Source: an optimization exercise on an open RTL-to-GDS flow (aim: small area, a short achievable clock period and few clock cycles). Production flows keep margins and buffers that such runs may drop.
No run shown here included a check of the RTL's function; only the layout flow was run.
Power and IR drop assume default switching activity.

**flow/config.mk**
```make
export PLATFORM = sky130hd
export DESIGN_NAME = rle_tx_encoder
export DESIGN_NICKNAME = rle_tx_encoder
export VERILOG_FILES = /design/flow/design.v
export SDC_FILE = /design/flow/constraint.sdc
export NUM_CORES = 4
export LEC_CHECK = 0
export CAP_MARGIN = 20
export CORE_MARGIN = 2
export CORE_UTILIZATION = 65
export CTS_BUF_LIST = sky130_fd_sc_hd__clkbuf_16
export CTS_CLUSTER_SIZE = 30
export SLEW_MARGIN = 20
```
**flow/constraint.sdc**
```tcl
create_clock -name core_clock -period 10.0 [get_ports {clk}]
set_input_delay 2.0000 -clock core_clock [delete_from_list [all_inputs] [get_ports {clk}]]
set_output_delay 2.0000 -clock core_clock [all_outputs]
set_load 0.01 [all_outputs]
```
**flow/design.v**
```verilog
module rle_tx_encoder (
    input  wire        clk,
    input  wire        rst,         
    input  wire        start,       
    input  wire        seg_new,     
    input  wire [15:0] width,       
    output wire        ready,
    output reg         rd_en,
    output reg  [15:0] rd_addr,
    input  wire [23:0] rd_data,
    output reg         out_valid,
    output reg  [7:0]  out_data,
    input  wire        out_ready,
    output wire [31:0] chk_value,
    output wire [31:0] byte_count
);
    localparam [16:0] X = 17'd65513;
    localparam        D = 8;             
    reg        rdy;
    reg [15:0] w;
    assign ready = rdy;
    wire accept = rdy && start;
    reg        rtag_s;        
    reg        rtag_last;
    reg        s1v, s1last;             
    reg        f1v;                     
    reg        p2v, p2last;             
    reg        e2;                      
    reg [15:0] sa;            
    reg        sdone;         
    reg [23:0] prev;
    reg [15:0] ea;            
    reg [23:0] pix;
    reg        pv;            
    reg [1:0]  bsel;          
    reg        ekind;
    reg [6:0]  erem;          
    reg [7:0]  fm [0:D-1];
    reg [3:0]  fwp, frp;      
    wire [3:0] fcnt   = fwp - frp;
    wire       fempty = (fwp == frp);
    wire       ffull  = (fwp == {~frp[3], frp[2:0]});
    wire [7:0] fhead  = fm[frp[2:0]];
    reg [1:0]  open;          
    reg [6:0]  pcnt;          
    reg        eprev;         
    reg [1:0]  fin;           
    reg        pdone;         
    reg [31:0] bc;
    reg        av;
    reg        ld;            
    assign byte_count = bc;
    wire ofree = !out_valid || out_ready;
    wire xfer  = out_valid && out_ready;
    reg        do_proc, ej, nej;
    reg        push;
    reg [7:0]  pdesc;
    reg [1:0]  open_n;
    reg [6:0]  pcnt_n;
    always @(*) begin
        do_proc = 1'b0;
        ej      = eprev;
        nej     = 1'b0;
        if (fin == 2'd1) begin
            do_proc = !ffull;
        end else if (p2v && open != 2'd3) begin
            do_proc = 1'b1;
            nej     = e2;
        end
        push   = 1'b0;
        pdesc  = {open[1], pcnt};
        open_n = open;
        pcnt_n = pcnt;
        if (do_proc) begin
            if (open == 2'd2 && pcnt != 7'd127 && ej) begin
                pcnt_n = pcnt + 7'd1;
            end else if (open == 2'd1 && pcnt != 7'd127 && !nej) begin
                pcnt_n = pcnt + 7'd1;
            end else begin
                push   = (open != 2'd0);
                open_n = nej ? 2'd2 : 2'd1;
                pcnt_n = 7'd0;
            end
        end
        if (p2v && open == 2'd3)
            open_n = 2'd0;
        if (fin == 2'd2 && !ffull) begin
            push   = 1'b1;
            open_n = 2'd0;
        end
    end
    wire pop = (bsel == 2'd0) && pv && !fempty && ofree;
    wire busy_fetch = (rd_en && !rtag_s) || f1v;
    wire fetch_req  = !rdy && (ea != w) && !busy_fetch && (!pv || bsel != 2'd0);
    wire [3:0] occ  = fcnt + {3'b0, rd_en && rtag_s} + {3'b0, s1v} + {3'b0, p2v};
    wire scan_req   = !rdy && !sdone && (occ < D);
    wire [15:0] sa_inc = sa + 16'd1;
    always @(posedge clk) begin
        if (rst) begin
            rd_en  <= 1'b0;
            s1v    <= 1'b0;
            f1v    <= 1'b0;
            p2v    <= 1'b0;
            sdone  <= 1'b1;
        end else begin
            s1v     <= rd_en && rtag_s;
            s1last  <= rtag_last;
            f1v     <= rd_en && !rtag_s;
            p2v     <= s1v;
            p2last  <= s1last;
            if (accept) begin
                rd_en  <= 1'b0;
                sa     <= 16'd0;
                sdone  <= 1'b0;
            end else if (fetch_req) begin
                rd_en   <= 1'b1;
            end else if (scan_req) begin
                rd_en      <= 1'b1;
                sa         <= sa_inc;
                sdone      <= (sa_inc == w);
            end else begin
                rd_en <= 1'b0;
            end
        end
    end
    always @(posedge clk) begin
        rd_addr   <= fetch_req ? ea : sa;
        rtag_s    <= !fetch_req;
        rtag_last <= (sa_inc == w);
    end
    always @(posedge clk) begin
        if (s1v)
            prev <= rd_data;
        e2 <= (rd_data == prev);
    end
    always @(posedge clk) begin
        if (rst) begin
            fwp   <= 4'd0;
            frp   <= 4'd0;
            fin   <= 2'd0;
            pdone <= 1'b1;
            open  <= 2'd0;
        end else begin
            if (push) begin
                fm[fwp[2:0]] <= pdesc;
                fwp          <= fwp + 4'd1;
            end
            if (pop)
                frp <= frp + 4'd1;
            open <= open_n;
            pcnt <= pcnt_n;
            if (accept) begin
                pdone <= 1'b0;
                open  <= 2'd3;
            end
            if (p2v) begin
                eprev <= e2;
                if (p2last)
                    fin <= 2'd1;
            end
            if (fin == 2'd1 && !ffull)
                fin <= 2'd2;
            if (fin == 2'd2 && !ffull) begin
                fin   <= 2'd0;
                pdone <= 1'b1;
            end
        end
    end
    wire cap = f1v && (!pv || (bsel == 2'd3 && ofree));
    wire load = ofree && (bsel == 2'd0 ? (pv && !fempty) : (bsel != 2'd1 || pv));
    reg [7:0] byte_n;
    always @(*) begin
        case (bsel)
            2'd0:    byte_n = fhead;
            2'd1:    byte_n = pix[7:0];
            2'd2:    byte_n = pix[15:8];
            default: byte_n = pix[23:16];
        endcase
    end
    wire        ea_skip = (bsel == 2'd0) && pv;
    wire [15:0] ea_add  = ea + (ea_skip ? {9'd0, fhead[6:0]} : 16'd1);
    always @(posedge clk) begin
        if (rst) begin
            pv        <= 1'b0;
            bsel      <= 2'd0;
            out_valid <= 1'b0;
        end else begin
            if (accept)
                ea <= 16'd0;
            else if ((pop && fhead[7]) || cap)
                ea <= ea_add;
            if (cap)
                pix <= rd_data;
            if (load)
                out_data <= byte_n;
            if (ofree) begin
                out_valid <= 1'b0;
                case (bsel)
                    2'd0: if (pv && !fempty) begin
                        out_valid <= 1'b1;
                        ekind     <= fhead[7];
                        erem      <= fhead[6:0];
                        bsel      <= 2'd1;
                    end
                    2'd1: if (pv) begin
                        out_valid <= 1'b1;
                        bsel      <= 2'd2;
                    end
                    2'd2: begin
                        out_valid <= 1'b1;
                        bsel      <= 2'd3;
                    end
                    default: begin
                        out_valid <= 1'b1;
                        if (!ekind && erem != 7'd0) begin
                            erem <= erem - 7'd1;
                            bsel <= 2'd1;
                        end else begin
                            bsel <= 2'd0;
                        end
                    end
                endcase
            end
            if (cap)
                pv <= 1'b1;
            else if (ofree && bsel == 2'd3)
                pv <= 1'b0;
        end
    end
    wire row_end = pdone && fempty && bsel == 2'd0 && !out_valid && !ld;
    wire settled;
    reg  nrm;                                
    always @(posedge clk) begin
        if (rst) begin
            rdy <= 1'b1;
            nrm <= 1'b0;
        end else if (accept) begin
            rdy <= 1'b0;
            w   <= width;
        end else begin
            nrm <= !rdy && row_end && !(nrm && settled);
            if (nrm && settled)
                rdy <= 1'b1;
        end
    end
    reg [7:0]  al, ah, bl, bh;
    reg [1:0]  ka, kb;
    reg [5:0]  fa23, fb23;    
    reg [15:0] ci;
    reg [8:0]  vl;
    reg [7:0]  vh;
    assign chk_value = {ah, al, bh, bl};
    assign settled   = (ka == 2'd0) && (fa23 == 6'd0) && (kb == 2'd0) && (fb23 == 6'd0);
    function [5:0] x23;
        input [1:0] k;
        case (k)
            2'd0:    x23 = 6'd0;
            2'd1:    x23 = 6'd23;
            default: x23 = 6'd46;
        endcase
    endfunction
    wire        a_ge  = (ah == 8'hff) && (al >= 8'he9);
    wire        b_ge  = (bh == 8'hff) && (bl >= 8'he9);
    wire        fix_b = settled && b_ge;   
    wire [9:0]  al_n  = {2'b0, al} + {2'b0, vl[7:0]} + {4'b0, fa23};
    wire [9:0]  ah_n  = {2'b0, ah} + {2'b0, vh} + {8'd0, ka} + {9'd0, vl[8]};
    wire [9:0]  bl_n  = {2'b0, bl} + {2'b0, al} + {4'b0, fa23} + {4'b0, fb23};
    wire [9:0]  bh_n  = {2'b0, bh} + {2'b0, ah} + {8'd0, ka} + {8'd0, kb};
    wire [9:0]  bl_f  = {2'b0, bl} + {4'b0, fb23 | {1'b0, fix_b, 1'b0, fix_b, fix_b, fix_b}};
    wire [9:0]  bh_f  = {2'b0, bh} + {8'd0, kb | {1'b0, fix_b}};
    wire [15:0] i_next = (ci == 16'd65512) ? 16'd0 : ci + 16'd1;
    wire [8:0]  vl_n  = {1'b0, ci[7:0]} + {1'b0, byte_n};
    always @(posedge clk) begin
        if (rst || (accept && seg_new)) begin
            al <= 8'd0;  ah <= 8'd0;  ka <= 2'd0;  fa23 <= 6'd0;
            bl <= 8'd1;  bh <= 8'd0;  kb <= 2'd0;  fb23 <= 6'd0;
            ci <= 16'd1;
            bc <= 32'd0;
            ld <= 1'b0;
            av <= 1'b0;
            vl <= 9'd0;
            vh <= 8'd0;
        end else begin
            ld <= load;
            av <= ld;
            if (load) begin
                vl <= vl_n;
                vh <= ci[15:8];
                ci <= i_next;
            end else begin
                vl <= 9'd0;
                vh <= 8'd0;
            end
            if (ld)
                bc <= bc + 32'd1;
            if (nrm && settled) begin
                if (a_ge) begin ah <= 8'd0; al <= al - 8'he9; end
            end else if (ld || nrm) begin
                {ka, al} <= al_n;
                ah       <= ah_n[7:0];
                fa23     <= x23(ah_n[9:8]);
            end
            if (av) begin
                {kb, bl} <= bl_n;
                bh       <= bh_n[7:0];
                fb23     <= x23(bh_n[9:8]);
            end else if (nrm) begin
                bl   <= bl_f[7:0];
                bh   <= bh_f[7:0];
                kb   <= fix_b ? 2'd0 : bl_f[9:8];
                fb23 <= fix_b ? 6'd0 : x23(bh_f[9:8]);
            end
        end
    end
endmodule
```
**flow/flow/run.sh**
```bash
#!/bin/bash
# Standard ORFS layout with stronger port buffers and a tighter repair target.
set -euo pipefail
export BUFFER_PORTS_ARGS="-buffer_cell sky130_fd_sc_hd__buf_2"
export SETUP_SLACK_MARGIN=6.8
bash standard.sh > flow_make.log 2>&1
```
**flow/standard.sh**
```bash
#!/bin/bash
# synth_recipe.tcl (not shown) runs the flow's synth.tcl, then flattens the netlist and writes it again
# the make line also repeats each setting of config.mk as NAME=value (left out here)
make -C /OpenROAD-flow-scripts/flow DESIGN_CONFIG=/design/flow/config.mk WORK_HOME=/design/flow/orfs CLKGATE_MAP_FILE= SYNTH_SCRIPT=/design/flow/synth_recipe.tcl "${@:-finish}"
```
==> results of run 1 <==
## registers in the layout, indices dropped and copies added, names as in the netlist, 3 cells and up, named ones only
signal / flops
rd_addr: 16
ci: 16
bh: 8
ah: 8
bl: 8
ea: 16
out_data: 8
prev: 24
fa23: 3
w: 16
vl: 9
frp: 4
bc: 32
vh: 8
sa: 16
fwp: 4
erem: 7
al: 8
fm: 64
pix: 24
fb23: 3
pcnt: 7
## cells by family (layout without fill, tap and decap cells)
family                     count (synthesis)  count (layout)  share of synthesized area
xor gates and xnor gates                 169             169                     0.0849
AOI/OAI and AO/OA                        255             255                     0.0935
DFF                                      341             341                      0.493
muxes                                     54              54                     0.0438
and+or+nand+nor                          512             513                      0.146
buffers and inverters                    120             319                     0.0281
adders and majority gates                136             136                      0.111
## timing repair
item | CTS | global route
cloned | 0 | 2
gates resized for setup | 64 | 124
endpoints found under the hold margin | 0 | 0
pin swaps | 10 | 52
endpoints found under the setup margin | 182 | 119
setup buffers | 16 | 27
## layer usage
metal  routed length, um  vias to the layer above  GRT usage
li1                    -                     6071          -
met2               20800                      482      0.469
met4                1070                        0     0.0817
met3                2770                       90     0.0412
met5                   0                        -          0
met1               17400                     6222      0.375
## stage by stage
| step | util | setup WS (ns) | hold slack, ns | cell area, um2 | std cells |
|---|---|---|---|---|---|
| after floorplan | - | 6.59 | 0.386 | 17700 | 1587 |
| after global placement | 0.695 | 5.71 | 0.407 | 18600 | 2016 |
| after detailed placement | 0.695 | 5.73 | 0.424 | 18600 | 2016 |
| after CTS | 0.749 | 6.74 | 0.437 | 20100 | 2099 |
| after global routing | 0.778 | 6.62 | 0.447 | 20900 | 2128 |
| final | 0.778 | 6.74 | 0.436 | 20900 | 2128 |
## placed cells by master (no fill, tap or decap), drive strengths merged, types with 9 or more instances in the layout
| cell | count |
|---|---|
| mux2 | 25 |
| ha | 102 |
| a21oi | 79 |
| a21o | 15 |
| a211oi | 15 |
| nand4 | 29 |
| or3 | 15 |
| mux4 | 16 |
| o21ai | 61 |
| inv | 81 |
| nor2 | 175 |
| and3 | 26 |
| nor4 | 21 |
| fa | 33 |
| nand3 | 42 |
| nor3b | 10 |
| a22oi | 14 |
| or2 | 9 |
| nor2b | 14 |
| buf | 185 |
| xor2 | 92 |
| clkbuf | 39 |
| xnor2 | 76 |
| nor3 | 47 |
| nand2 | 88 |
| dfxtp | 155 |
| mux2i | 13 |
| edfxtp | 186 |
| clkinv | 12 |
## area by class of cell
cell class	count	share of cell area
multi-input cells	1127	0.437
flip-flops and latches	341	0.420
repair buffers	186	0.0575
clock buffers	38	0.0456
well taps	341	0.0205
inverters	66	0.0121
clock inverters	29	0.00756
## power groups by stage
| stage | logic, mW | clock network, mW | registers, mW |
|---|---|---|---|
| after CTS | 0.476 | 1.27 | 1.60 |
| after detailed placement | 0.447 | 0 | 1.63 |
| after global routing | 0.573 | 1.33 | 1.60 |
| after floorplan | 0.320 | 0 | 1.61 |
| final | 0.525 | 1.26 | 1.60 |
| after global placement | 0.437 | 0 | 1.62 |
## worst paths after layout
| path | start | end |
|---|---|---|
| worst max register to register | register | vl[7] |
| worst min register to register | rtag_last | s1last |
| worst min-delay path | rtag_last | s1last |
| worst max-delay path | register | vl[7] |
==> reports/results.tsv, run 1 <==
metric	value	unit
die_w	169	um
cpPeakStageDelay	0.52	ns
critical_path_buf_inv_count	0	
hpwlAfterDp	27100	um
arrival	3.64	ns
diodes	0	
htree_levels	2	
synth_top_area_frac	0.317	
drc	0	
crit_slowest_cell	mux4_2	
hold_violations	0	
tightest_slew	0.971	ns
end_kind	register	
p_total	3.38	mW
place.gp.congestion	0.887	
min_period_over_period	0.326	
grt_max_degree	71	
worstSetupPathType	reg2reg	
hold_depth	0	
regArea	0.00876	mm2
final_max_slew_viol_count	0	
layout.nets	1939	
cts.sinks	341	
cts_made_buffers	37	
antenna_found_initial	0	
grt_setup_unrepaired	true	
yosysWarnings	1	
switchingPower	0.919	mW
maxCapViolations	0	
yosysTopAreaCell	edfxtp_1	
vias	12900	
clock_skew	0.0170	ns
vdd_drop_max	0.146	mV
root_buffer	clkbuf_16	
cts_tree	yes	
clk_pin_slew_worst_paths	0.06	ns
dieHeight	169	um
ant_nets	0	
ctsHoldBuffers	0	
wire_per_inst	19.8	um
setup_violations	0	
period_minus_slack	3.26	ns
syn-instance-count	1587	
critPathMaxFanout	5	
clkPwrFrac	0.372	
first_global_vias	12100	
avgSynthCellArea	11.1	um2
syn_area	0.0176	mm2
hold_path_class	reg2reg	
grt_overflow	0	
synthToLayoutAreaGrowth	18.4	%
drt_iter0_markers	1122	
p_int	2.46	mW
p_leak	8.32	nW
synth_most_common_cell	edfxtp_1	
power_density	162	mW/mm2
multi_input_area	0.00912	mm2
cpLargestDelayFamily	compound AO/OA/AOI/OAI gates	
clkLatencyLatePin	0.51	ns
slew_headroom	0.352	
grt_use_total	0.278	
synth-seq-cells	341	
grt_first_pass_wirelength	63200	um
initial_core_util	0.657	
ys_seq_area_frac	0.493	
portBuffers	135	
cp_num_cells	13	
path_cells	mux4_2, mux2i_1, nor2_2, a221o_1, mux2_4, ha_4, a21o_1, a21oi_2, nor2b_2, o21a_1, o41a_1, xnor2_1, nor2_1	
synth.area.top_cells	edfxtp_1, dfxtp_1, ha_1, xor2_1, xnor2_1	
vias_per_cell	6.05	
critPathRequiredTime	10.39	ns
cp-start-kind	register	
power_frac_seq	0.473	
synth-main-ff-cell	edfxtp_1	
status	complete, no violations	
fin_tns_setup	0	ns
synthArstFlopShare	0	
clk_path_buf_depth	3	
core	0.0268	mm2
synth_common_cells	edfxtp_1, nor2_1, dfxtp_1	
fmax	307	MHz
sw_frac_of_total	0.272	
synth.distinct_cells	88	
synth_nets	1767	
routed_wl	42100	um
core.rowCount	60	
num_io_pins	136	
power_frac_comb	0.155	
die_area	0.0284	mm2
nFillCells	1763	
synth_edf_count	186	
reg2reg_slack	6.74	ns
layout-drive-gt1-share	0.246	
reg2reg_depth	13	
drt_pass1_iterations	5	
==> run 2, diff against run 1 <==
--- a/flow/design.v
+++ b/flow/design.v
@@ -16,5 +16,6 @@
 );
     localparam [16:0] X = 17'd65513;
-    localparam        D = 8;             
+    localparam        D = 4;             
+    localparam        S = 4;             
     reg        rdy;
     reg [15:0] w;
@@ -37,9 +38,9 @@
     reg [6:0]  erem;          
     reg [7:0]  fm [0:D-1];
-    reg [3:0]  fwp, frp;      
-    wire [3:0] fcnt   = fwp - frp;
+    reg [2:0]  fwp, frp;      
+    wire [2:0] fcnt   = fwp - frp;
     wire       fempty = (fwp == frp);
-    wire       ffull  = (fwp == {~frp[3], frp[2:0]});
-    wire [7:0] fhead  = fm[frp[2:0]];
+    wire       ffull  = (fwp == {~frp[2], frp[1:0]});
+    wire [7:0] fhead  = fm[frp[1:0]];
     reg [1:0]  open;          
     reg [6:0]  pcnt;          
@@ -58,4 +59,11 @@
     reg [1:0]  open_n;
     reg [6:0]  pcnt_n;
+    reg  [1:0] qm [0:S-1];    
+    reg  [2:0] qwp, qrp;
+    wire [2:0] qn     = qwp - qrp;
+    wire       qempty = (qwp == qrp);
+    wire       cur_v  = !qempty || p2v;
+    wire [1:0] cur    = qempty ? {e2, p2last} : qm[qrp[1:0]];
+    reg        take;          
     always @(*) begin
         do_proc = 1'b0;
@@ -64,7 +72,7 @@
         if (fin == 2'd1) begin
             do_proc = !ffull;
-        end else if (p2v && open != 2'd3) begin
+        end else if (cur_v && open != 2'd3) begin
             do_proc = 1'b1;
-            nej     = e2;
+            nej     = cur[1];
         end
         push   = 1'b0;
@@ -83,5 +91,12 @@
             end
         end
-        if (p2v && open == 2'd3)
+        take = cur_v;
+        if (fin != 2'd1 && push && ffull) begin
+            take   = 1'b0;
+            push   = 1'b0;
+            open_n = open;
+            pcnt_n = pcnt;
+        end
+        if (cur_v && open == 2'd3)
             open_n = 2'd0;
         if (fin == 2'd2 && !ffull) begin
@@ -93,6 +108,6 @@
     wire busy_fetch = (rd_en && !rtag_s) || f1v;
     wire fetch_req  = !rdy && (ea != w) && !busy_fetch && (!pv || bsel != 2'd0);
-    wire [3:0] occ  = fcnt + {3'b0, rd_en && rtag_s} + {3'b0, s1v} + {3'b0, p2v};
-    wire scan_req   = !rdy && !sdone && (occ < D);
+    wire [2:0] occ  = qn + {2'b0, rd_en && rtag_s} + {2'b0, s1v} + {2'b0, p2v};
+    wire scan_req   = !rdy && !sdone && (occ < S);
     wire [15:0] sa_inc = sa + 16'd1;
     always @(posedge clk) begin
@@ -136,6 +151,8 @@
     always @(posedge clk) begin
         if (rst) begin
-            fwp   <= 4'd0;
-            frp   <= 4'd0;
+            fwp   <= 3'd0;
+            frp   <= 3'd0;
+            qwp   <= 3'd0;
+            qrp   <= 3'd0;
             fin   <= 2'd0;
             pdone <= 1'b1;
@@ -143,9 +160,9 @@
         end else begin
             if (push) begin
-                fm[fwp[2:0]] <= pdesc;
-                fwp          <= fwp + 4'd1;
+                fm[fwp[1:0]] <= pdesc;
+                fwp          <= fwp + 3'd1;
             end
             if (pop)
-                frp <= frp + 4'd1;
+                frp <= frp + 3'd1;
             open <= open_n;
             pcnt <= pcnt_n;
@@ -154,9 +171,15 @@
                 open  <= 2'd3;
             end
-            if (p2v) begin
-                eprev <= e2;
-                if (p2last)
+            if (take) begin
+                eprev <= cur[1];
+                if (cur[0])
                     fin <= 2'd1;
             end
+            if (p2v && !(qempty && take)) begin
+                qm[qwp[1:0]] <= {e2, p2last};
+                qwp          <= qwp + 3'd1;
+            end
+            if (take && !qempty)
+                qrp <= qrp + 3'd1;
             if (fin == 2'd1 && !ffull)
                 fin <= 2'd2;
==> flow/flow/run.sh (replaced) <==
#!/bin/bash
# Standard ORFS layout with stronger port buffers and a tighter repair target.
set -euo pipefail
export BUFFER_PORTS_ARGS="-buffer_cell sky130_fd_sc_hd__buf_2"
export SETUP_SLACK_MARGIN=6.7
bash standard.sh > flow_make.log 2>&1
--- a/flow/config.mk
+++ b/flow/config.mk
@@ -9,5 +9,5 @@
 export CORE_MARGIN = 2
 export CORE_UTILIZATION = 65
-export CTS_BUF_LIST = sky130_fd_sc_hd__clkbuf_16
+export CTS_BUF_LIST = sky130_fd_sc_hd__clkbuf_4 sky130_fd_sc_hd__clkbuf_8
 export CTS_CLUSTER_SIZE = 30
 export SLEW_MARGIN = 20
==> run 2 against run 1 <==
Effect of this change:
- utilization fell by 2.8 points
- still clean on timing, DRC and antenna
- via count fell by 3.9%
- cell count fell by 0.14%
- register-to-register slack got worse by 0.03 ns
- maximum frequency fell by 0.88%
- clock-buffer cell count rose by 41
- worst setup slack got worse by 0.029 ns
- combinational power rose by 7.6%
- sequential share of layout area fell by 0.14 points
==> reports/results.tsv, run 2 <==
metric	value	unit	change
status	complete, no violations		unchanged
clk_path_buf_depth	3		unchanged
root_buffer	clkbuf_8		was clkbuf_16
fmax	304	MHz	was 307 MHz
final_cell_mix	nor2_1, edfxtp_1, dfxtp_1, buf_2, ha_1		was edfxtp_1, nor2_1, buf_2, dfxtp_1, xor2_1
holdCritStartpoint	rtag_last		unchanged
synth_nets	1767		unchanged
syn-instance-count	1582		was 1587
yosysTopAreaCell	edfxtp_1		unchanged
final_max_slew_viol_count	0		unchanged
diodes	0		unchanged
hpwlAfterDp	26400	um	was 27100 um
worstSetupPathType	reg2reg		unchanged
core	0.0258	mm2	was 0.0268 mm2
critical_path_buf_inv_count	2		was 0
die_w	165	um	was 169 um
reg2reg_depth	12		was 13
cp-start-kind	register		unchanged
critPathMaxFanout	3		was 5
yosysWarnings	1		unchanged
cpPeakStageDelay	0.49	ns	was 0.52 ns
timing.rr.start	ka[1]		
cpLargestDelayFamily	adder cells		was compound AO/OA/AOI/OAI gates
reg2reg_slack	6.71	ns	was 6.74 ns
place_area	0.0180	mm2	was 0.0186 mm2
slew_headroom	0.367		was 0.352
hold_depth	0		unchanged
avgSynthCellArea	10.7	um2	was 11.1 um2
cts_tree	yes		unchanged
cts_made_buffers	52		was 37
routed_wl	37300	um	was 42100 um
nFillCells	1890		was 1763
grt_first_pass_wirelength	59300	um	was 63200 um
syn_area	0.0170	mm2	was 0.0176 mm2
r2r_end	fb23[4]		was vl[7]
p_leak	7.95	nW	was 8.32 nW
place.gp.congestion	0.906		was 0.887
drt_pass1_iterations	5		unchanged
synth_edf_count	162		was 186
grt_use_total	0.272		was 0.278
design_area	0.0194	mm2	was 0.0209 mm2
maxCapViolations	0		unchanged
synth.distinct_cells	81		was 88
layout-drive-gt1-share	0.202		was 0.246
dieHeight	165	um	was 169 um
period_minus_slack	3.29	ns	was 3.26 ns
multi_input_area	0.00858	mm2	was 0.00912 mm2
synthArstFlopShare	0		unchanged
setup_violations	0		unchanged
clkLatencyLatePin	0.60	ns	was 0.51 ns
vias	12400		was 12.9k
crit_slowest_cell	fa_1		was mux4_2
grt_overflow	0		unchanged
fin_tns_setup	0	ns	unchanged
critPathMostFrequentCell	fa_1		
core.rowCount	59		was 60
hold_path_class	reg2reg		unchanged
arrival	3.79	ns	was 3.64 ns
synth.area.top_cells	edfxtp_1, dfxtp_1, ha_1, xor2_1, xnor2_1		unchanged
synth_common_cells	nor2_1, edfxtp_1, dfxtp_1		was edfxtp_1, nor2_1, dfxtp_1
final_common_cell	nor2_1		was edfxtp_1
wire_per_inst	17.6	um	was 19.8 um
antenna_found_initial	0		unchanged
grt_max_degree	70		was 71
synthToLayoutAreaGrowth	14.4	%	was 18.4%
first_global_vias	11900		was 12.1k
tightest_slew	0.950	ns	was 0.971 ns
grt_setup_unrepaired	true		unchanged
synth-main-ff-cell	edfxtp_1		unchanged
min_period_over_period	0.329		was 0.326
critPathRequiredTime	10.51	ns	was 10.39 ns
drt_iter0_markers	853		was 1122
num_io_pins	136		unchanged
path_cells	inv_2, fa_1, fa_1, inv_1, ha_2, fa_2, a21o_1, a21oi_4, o21ai_2, or4b_1, a31o_2, a21boi_2		was mux4_2, mux2i_1, nor2_2, a221o_1, mux2_4, ha_4, a21o_1, a21oi_2, nor2b_2, o21a_1, o41a_1, xnor2_1, nor2_1
htree_levels	2		unchanged
clk_pin_slew_worst_paths	0.06	ns	about the same
ant_nets	0		unchanged
portBuffers	135		unchanged
synth_top_area_frac	0.287		was 0.317
cts.sinks	322		was 341
hold_end	s1last		unchanged
die_area	0.0274	mm2	was 0.0284 mm2
ctsHoldBuffers	0		unchanged
clock_skew	0.0356	ns	was 0.0170 ns
drc	0		unchanged
layout.nets	1931		was 1939
vias_per_cell	5.82		was 6.05
end_kind	register		unchanged
hold_violations	0		unchanged
power_density	171	mW/mm2	was 162 mW/mm2
synth-seq-cells	322		was 341
synth_most_common_cell	nor2_1		was edfxtp_1
initial_core_util	0.656		was 0.657
ys_seq_area_frac	0.476		was 0.493
vdd_drop_max	0.132	mV	was 0.146 mV
regArea	0.00811	mm2	was 0.00876 mm2
-- run 2: layer usage --
| layer | vias to the layer above | GRT usage | wire length [um] |
|---|---|---|---|
| met5 | - | 0 | 0 |
| met4 | 0 | 0.0850 | 863 |
| met3 | 68 | 0.0390 | 2010 |
| met2 | 339 | 0.455 | 17900 |
| met1 | 5949 | 0.368 | 16600 |
| li1 | 6001 | - | - |
-- run 2: power by group --
group | internal [mW] | switching (mW) | total, mW
Sequential | 1.47 | 0.0863 | 1.56
Combinational | 0.230 | 0.335 | 0.565
Clock | 0.666 | 0.529 | 1.19
-- run 2: repair_timing --
| action | CTS | global route |
|---|---|---|
| buffers inserted | 4 | 12 |
| resized for setup | 22 | 37 |
| setup endpoints to repair | 77 | 73 |
| pin swaps | 3 | 9 |
-- run 2: logic make-up (layout without fill, tap and decap cells) --
| logic type | after synthesis | in the layout | synth area share |
|---|---|---|---|
| buffers and inverters | 122 | 330 | 0.0276 |
| adder cells (fa/ha/maj) | 140 | 140 | 0.118 |
| multiplexers | 46 | 46 | 0.0361 |
| AO/OA/AOI/OAI | 268 | 268 | 0.102 |
| AND/OR/NAND/NOR | 505 | 505 | 0.147 |
| XOR/XNOR | 179 | 179 | 0.0933 |
| flip-flops | 322 | 322 | 0.476 |
-- run 2: area by class of cell --
cell class / instances / area share
multi-input cells: 1138 / 0.443
clock inverters: 19 / 0.00781
repair buffers: 160 / 0.0460
inverters: 72 / 0.0141
flip-flops and latches: 322 / 0.418
well taps: 335 / 0.0216
clock buffers: 79 / 0.0493
-- run 2: worst max path at each step --
stage / start / to / slack, ns / depth (start not counted)
detailed placement: rst / ka[0] / 5.77 / 8
CTS: ka[1] / fb23[4] / 6.61 / 12
finish: ka[1] / fb23[4] / 6.71 / 12
global placement: rst / ka[0] / 5.79 / 8
floorplan: start / sa[0] / 6.67 / 3
global route: bl[0] / bl[6] / 6.54 / 13
-- run 2: metrics by stage --
stage / hold WS, ns / utilization / power [mW] / std cells / setup slack (ns)
after floorplan: 0.386 / - / 1.96 / 1582 / 6.67
after global placement: 0.394 / 0.696 / 2.11 / 2011 / 5.79
after detailed placement: 0.391 / 0.696 / 2.13 / 2011 / 5.77
after CTS: 0.405 / 0.742 / 3.32 / 2113 / 6.61
after global routing: 0.412 / 0.750 / 3.47 / 2125 / 6.54
final: 0.412 / 0.750 / 3.32 / 2125 / 6.71

==> what the ideal ports hide <==
The flow's constraints put no driver on any port. The routed layouts listed below were extracted and timed again, unchanged, in two steps.
Step 1: set_driving_cell puts a clkbuf_16 on clk and a buf_2 on each other input, an assumption about the parent block.
Step 2 adds t to the input delays and takes it off the output delays; t is the mean of the earliest and latest rising clock arrival at the registers after step 1. Input paths then give back, and output paths get back, about the clock's delay inside the block.
Three values: no drivers, after step 1, after step 2; two values: the first two.
| run | t (ns) | slack for setup (ns) | worst data-port slew with drivers (ns) |
|---|---|---|---|
| run 1 | 0.555 | 6.743 / 6.743 / 6.281 | 0.06 |
| run 2 | 0.631 | 6.714 / 6.714 / 6.187 | 0.06 |
After both steps every run listed still meets setup and hold. The setup slack of run 2, which loses most, moves by 0.000 ns with the drivers and by -0.527 ns with both steps.
